Source: an optimization exercise on an open RTL-to-GDS flow (aim: small area, a short achievable clock period and few clock cycles per item). Production flows keep margins and buffers that such runs may drop.
Function was checked by simulation only, so behaviour that the tests miss may differ from the original.
Power is estimated from default activity; no workload was simulated.

Setup of red:
// ppc_decode
module ppc_decode (
    input  wire         clk,
    input  wire         rst,         
    input  wire         wr_en,
    input  wire [7:0]   wr_addr,
    input  wire [31:0]  wr_data,
    output wire         busy,
    output wire [11:0]  status,
    output wire [31:0]  bits,
    output wire [127:0] fval,
    output wire [9:0]   cmdf
);
export LEC_CHECK = 0
export CAP_MARGIN = 20
export CORE_MARGIN = 2
export CORE_UTILIZATION = 40
export CTS_CLUSTER_DIAMETER = 80
export CTS_CLUSTER_SIZE = 24
export PLACE_DENSITY = 0.6
export SLEW_MARGIN = 20
export TNS_END_PERCENT = 10
create_clock -name core_clock -period 10.0 [get_ports {clk}]
standard.sh (not shown) runs the stock make flow with config.mk's settings and CLKGATE_MAP_FILE= SYNTH_SCRIPT=/design/flow/synth_recipe.tcl, a recipe that flattens the netlist after the stock synthesis.
==> flow/flow/run.sh <==
#!/bin/bash
# Standard ORFS layout (the standard.sh), with the timing repair steps
# asked to leave a larger setup margin so that they size the design for a
# shorter period than the 10 ns clock requires. Constraints are unchanged.
set -euo pipefail
export SETUP_SLACK_MARGIN=${SETUP_MARGIN_NS:-7}
bash standard.sh > orfs_make.log 2>&1
Testbench counts of red, summed over its fixed seeds: cycles 21,268, decodes 384.
### red -> blue
--- a/flow/design.v
+++ b/flow/design.v
@@ -49,25 +49,23 @@
     reg        ok_r;             
     reg        baddesc_r;        
     reg [31:0] ext_r;            
     reg [3:0]  rem;              
     reg        va_r;             
     reg        hz_r;             
     reg        gohz;             
     reg        a_rev, a_kind, a_en;
     reg [1:0]  a_f;
     reg [4:0]  a_sh, a_wm1;
-    reg [7:0]  a_cand;
     reg        vb;
     reg [31:0] y_r;
     reg [4:0]  b_wm1;
-    reg [7:0]  b_cand;
     reg        b_num, b_enum;
     reg [3:0]  b_we;
     reg        vc;
     reg [7:0]  m_r;
     reg [31:0] num_r;
     reg        c_enum;
     reg [3:0]  c_we;
     reg [3:0]  st_ab_r;
     assign busy = busy_r;
     reg        cfg_a, cfg_b;     
@@ -215,41 +213,35 @@
             4'b0010: pf1 = 2'd1;
             4'b0100: pf1 = 2'd2;
             4'b1000: pf1 = 2'd3;
             default: pf1 = 2'd0;
         endcase
     end
     wire [4:0] s0 = f_start[pf0][4:0], e0 = f_end[pf0][4:0];
     wire [4:0] s1 = f_start[pf1][4:0], e1 = f_end[pf1][4:0];
     wire       rev0 = !d_order && !f_kind[pf0];
     wire       rev1 = !d_order && !f_kind[pf1];
-    reg  [7:0] cand0, cand1;
-    always @(*)
-        for (i = 0; i < 8; i = i + 1) begin
-            cand0[i] = e_valid[i] && (e_field[i] == pf0);
-            cand1[i] = e_valid[i] && (e_field[i] == pf1);
-        end
-    wire [24:0] ctl0 = {pf0, f_en[pf0], f_kind[pf0], rev0, rev0 ? ~e0 : s0, e0 - s0, cand0};
-    wire [24:0] ctl1 = {pf1, f_en[pf1], f_kind[pf1], rev1, rev1 ? ~e1 : s1, e1 - s1, cand1};
+    wire [16:0] ctl0 = {pf0, f_en[pf0], f_kind[pf0], rev0, rev0 ? ~e0 : s0, e0 - s0};
+    wire [16:0] ctl1 = {pf1, f_en[pf1], f_kind[pf1], rev1, rev1 ? ~e1 : s1, e1 - s1};
     reg [31:0] vin;
     always @(*)
         for (i = 0; i < 32; i = i + 1)
             vin[i] = a_rev ? ext_r[31 - i] : ext_r[i];
     wire [31:0] y = vin >> a_sh;
     reg [31:0] mask;
     always @(*)
         for (i = 0; i < 32; i = i + 1)
             mask[i] = (i <= b_wm1);
     reg [7:0] m;
     always @(*)
         for (i = 0; i < 8; i = i + 1)
-            m[i] = b_cand[i] && (((e_pat[i] ^ y_r) & mask) == 32'd0);
+            m[i] = e_valid[i] && b_we[e_field[i]] && (((e_pat[i] ^ y_r) & mask) == 32'd0);
     reg [31:0] evsel;
     reg        found;
     always @(*) begin
         evsel = 32'd0;
         found = 1'b0;
         for (i = 0; i < 8; i = i + 1) begin
             if (m_r[i] && !found) evsel = e_value[i];
             found = found | m_r[i];
         end
     end
@@ -306,25 +298,24 @@
                     res_ovalid <= 1'b1;
                 end
             end else if (vc && c_enum && !found) begin
                 res_wenum <= 1'b1;
             end
         end
     end
     always @(posedge clk) begin
         if (!busy_r || sa_v || rld) begin
             rem <= adv ? (rem & ~pk1) : (src0 & ~pk0);
-            {a_f, a_en, a_kind, a_rev, a_sh, a_wm1, a_cand} <= adv ? ctl1 : ctl0;
+            {a_f, a_en, a_kind, a_rev, a_sh, a_wm1} <= adv ? ctl1 : ctl0;
         end
         y_r    <= y;
         b_wm1  <= a_wm1;
-        b_cand <= a_en ? a_cand : 8'd0;
         b_num  <= a_en && !a_kind;
         b_enum <= a_en && a_kind;
         for (i = 0; i < 4; i = i + 1)
             b_we[i] <= a_en && (a_f == i);
         for (i = 0; i < 8; i = i + 1) m_r[i] <= vb_eff && m[i];
         num_r  <= (vb_eff && b_num) ? (y_r & mask) : 32'd0;
         c_enum <= vb_eff && b_enum;
         c_we   <= vb_eff ? b_we : 4'd0;
         sa_r <= d_st_en && st_is_a;
         sb_r <= d_st_en && !st_is_a && st_is_b;
Results
When blue is set beside red, its total number of vias turns out to be 1.6% larger. Taking red as the reference, in blue global-route usage up 0.53 points; die area down 0.58%. Status | red and blue | clean. The layout overhead on the synthesized area reported for blue is greater than that of red by 1.5 points. Of red and blue, the lower area used by multi-input combinational logic belongs to blue. Count of flip-flops with a built-in enable after synthesis came out lower on blue than on red. Comparing the two runs side by side, blue comes out ahead of red on core outline area. From red to blue the numbers moved as follows: critical path depth down 1; setup slack up 0.0077 ns; combinational share of power up 4.1 points. blue ends up with a wire length that is about 1.7% higher than in red. Against red, the final cell area of blue is higher. Synthesis left blue with fewer flip-flops than red. Compared with red, blue shows a lower fraction of standard cell area that is sequential.
Testbench counts of blue, summed over its fixed seeds: cycles 21,268, decodes 384.

---

build 82:
RTL: one of the versions met above, not the one the previous note started from.
For scale: ~4,400 cells after synthesis, roughly 1,600 flip-flops, about 230 I/O pins, roughly 66,000 µm² of cells after synthesis.
Design ppc_decode, start of the top module:
module ppc_decode (
    input  wire         clk,
    input  wire         rst,         
    input  wire         wr_en,
    input  wire [7:0]   wr_addr,
    input  wire [31:0]  wr_data,
    output wire         busy,
    output wire [11:0]  status,
    output wire [31:0]  bits,
    output wire [127:0] fval,
    output wire [9:0]   cmdf
);
Settings: LEC_CHECK=0, CAP_MARGIN=20, CORE_MARGIN=2, CORE_UTILIZATION=40, CTS_CLUSTER_DIAMETER=100, CTS_CLUSTER_SIZE=26, PLACE_DENSITY=0.6, SLEW_MARGIN=20, TNS_END_PERCENT=10; clock period 10.0 ns.
Scripts as last shown in full above: flow/flow/run.sh
Testbench counts of build 82, summed over its fixed seeds: cycles 21,268, decodes 384.
### build 82 -> trial 53
--- a/flow/design.v
+++ b/flow/design.v
@@ -50,21 +50,23 @@
     reg        baddesc_r;        
     reg [31:0] ext_r;            
     reg [3:0]  rem;              
     reg        va_r;             
     reg        hz_r;             
     reg        gohz;             
     reg        a_rev, a_kind, a_en;
     reg [1:0]  a_f;
     reg [4:0]  a_sh, a_wm1;
+    reg [7:0]  a_cand;
     reg        vb;
     reg [31:0] y_r;
     reg [4:0]  b_wm1;
+    reg [7:0]  b_cand;
     reg        b_num, b_enum;
     reg [3:0]  b_we;
     reg        vc;
     reg [7:0]  m_r;
     reg [31:0] num_r;
     reg        c_enum;
     reg [3:0]  c_we;
     reg [3:0]  st_ab_r;
     assign busy = busy_r;
@@ -214,33 +216,39 @@
             4'b0100: pf1 = 2'd2;
             4'b1000: pf1 = 2'd3;
             default: pf1 = 2'd0;
         endcase
     end
     wire [4:0] s0 = f_start[pf0][4:0], e0 = f_end[pf0][4:0];
     wire [4:0] s1 = f_start[pf1][4:0], e1 = f_end[pf1][4:0];
     wire       rev0 = !d_order && !f_kind[pf0];
     wire       rev1 = !d_order && !f_kind[pf1];
-    wire [16:0] ctl0 = {pf0, f_en[pf0], f_kind[pf0], rev0, rev0 ? ~e0 : s0, e0 - s0};
-    wire [16:0] ctl1 = {pf1, f_en[pf1], f_kind[pf1], rev1, rev1 ? ~e1 : s1, e1 - s1};
+    reg  [7:0] cand0, cand1;
+    always @(*)
+        for (i = 0; i < 8; i = i + 1) begin
+            cand0[i] = e_valid[i] && (e_field[i] == pf0);
+            cand1[i] = e_valid[i] && (e_field[i] == pf1);
+        end
+    wire [24:0] ctl0 = {pf0, f_en[pf0], f_kind[pf0], rev0, rev0 ? ~e0 : s0, e0 - s0, cand0};
+    wire [24:0] ctl1 = {pf1, f_en[pf1], f_kind[pf1], rev1, rev1 ? ~e1 : s1, e1 - s1, cand1};
     reg [31:0] vin;
     always @(*)
         for (i = 0; i < 32; i = i + 1)
             vin[i] = a_rev ? ext_r[31 - i] : ext_r[i];
     wire [31:0] y = vin >> a_sh;
     reg [31:0] mask;
     always @(*)
         for (i = 0; i < 32; i = i + 1)
             mask[i] = (i <= b_wm1);
     reg [7:0] m;
     always @(*)
         for (i = 0; i < 8; i = i + 1)
-            m[i] = e_valid[i] && b_we[e_field[i]] && (((e_pat[i] ^ y_r) & mask) == 32'd0);
+            m[i] = b_cand[i] && (((e_pat[i] ^ y_r) & mask) == 32'd0);
     reg [31:0] evsel;
     reg        found;
     always @(*) begin
         evsel = 32'd0;
         found = 1'b0;
         for (i = 0; i < 8; i = i + 1) begin
             if (m_r[i] && !found) evsel = e_value[i];
             found = found | m_r[i];
         end
@@ -299,22 +307,23 @@
                 end
             end else if (vc && c_enum && !found) begin
                 res_wenum <= 1'b1;
             end
         end
     end
     always @(posedge clk) begin
         if (!busy_r || sa_v || rld) begin
             rem <= adv ? (rem & ~pk1) : (src0 & ~pk0);
-            {a_f, a_en, a_kind, a_rev, a_sh, a_wm1} <= adv ? ctl1 : ctl0;
+            {a_f, a_en, a_kind, a_rev, a_sh, a_wm1, a_cand} <= adv ? ctl1 : ctl0;
         end
         y_r    <= y;
         b_wm1  <= a_wm1;
+        b_cand <= a_en ? a_cand : 8'd0;
         b_num  <= a_en && !a_kind;
         b_enum <= a_en && a_kind;
         for (i = 0; i < 4; i = i + 1)
             b_we[i] <= a_en && (a_f == i);
         for (i = 0; i < 8; i = i + 1) m_r[i] <= vb_eff && m[i];
         num_r  <= (vb_eff && b_num) ? (y_r & mask) : 32'd0;
         c_enum <= vb_eff && b_enum;
         c_we   <= vb_eff ? b_we : 4'd0;
         sa_r <= d_st_en && st_is_a;
## What came out
Changes observed in trial 53 relative to build 82: final worst-path setup slack now sits lower; synthesized-area fraction occupied by ao, oa, aoi and oai cells dropped 0.43 points; final critical-path share of the clock period saw an increase; maximum number of pins on one net before global-route repair went up; multi-input logic portion of the cell area saw little to no change. The internal power number comes out lower for trial 53 vs build 82. The fmax of trial 53 is lower than that of build 82. Delta(XOR/XNOR share of the synthesized area, trial 53 - build 82) > 0.
Testbench counts of trial 53, summed over its fixed seeds: cycles 21,268, decodes 384.

-- static timing again, ports no longer ideal --
How much do the figures lean on ideal ports? The routed layouts below were timed once more, with nothing changed but the port constraints.
Step 1: set_driving_cell puts a clkbuf_16 on clk and a buf_2 on each other input, an assumption about the parent block.
Step 2 adds t to the input delays and takes it off the output delays; t is the mean of the earliest and latest rising clock arrival at the registers after step 1. Input paths then give back, and output paths get back, about the clock's delay inside the block.
Slacks: ideal / step 1 / step 2; pairs: ideal / step 1.
run	shift t [ns]	setup WS [ns]	clock arrival spread, ns	worst slew at a driven data input, ns
red	0.829	6.618 / 6.528 / 5.875	0.068 / 0.067	0.12
blue	0.800	6.626 / 6.543 / 5.829	0.068 / 0.068	0.15
build 82	0.778	6.650 / 6.567 / 5.869	0.065 / 0.065	0.22
trial 53	0.821	6.588 / 6.496 / 5.880	0.045 / 0.045	0.11
After both steps setup and hold are still met in every run listed. For blue, which loses most, drivers alone change the setup slack by -0.083 ns; drivers and shift together by -0.797 ns.
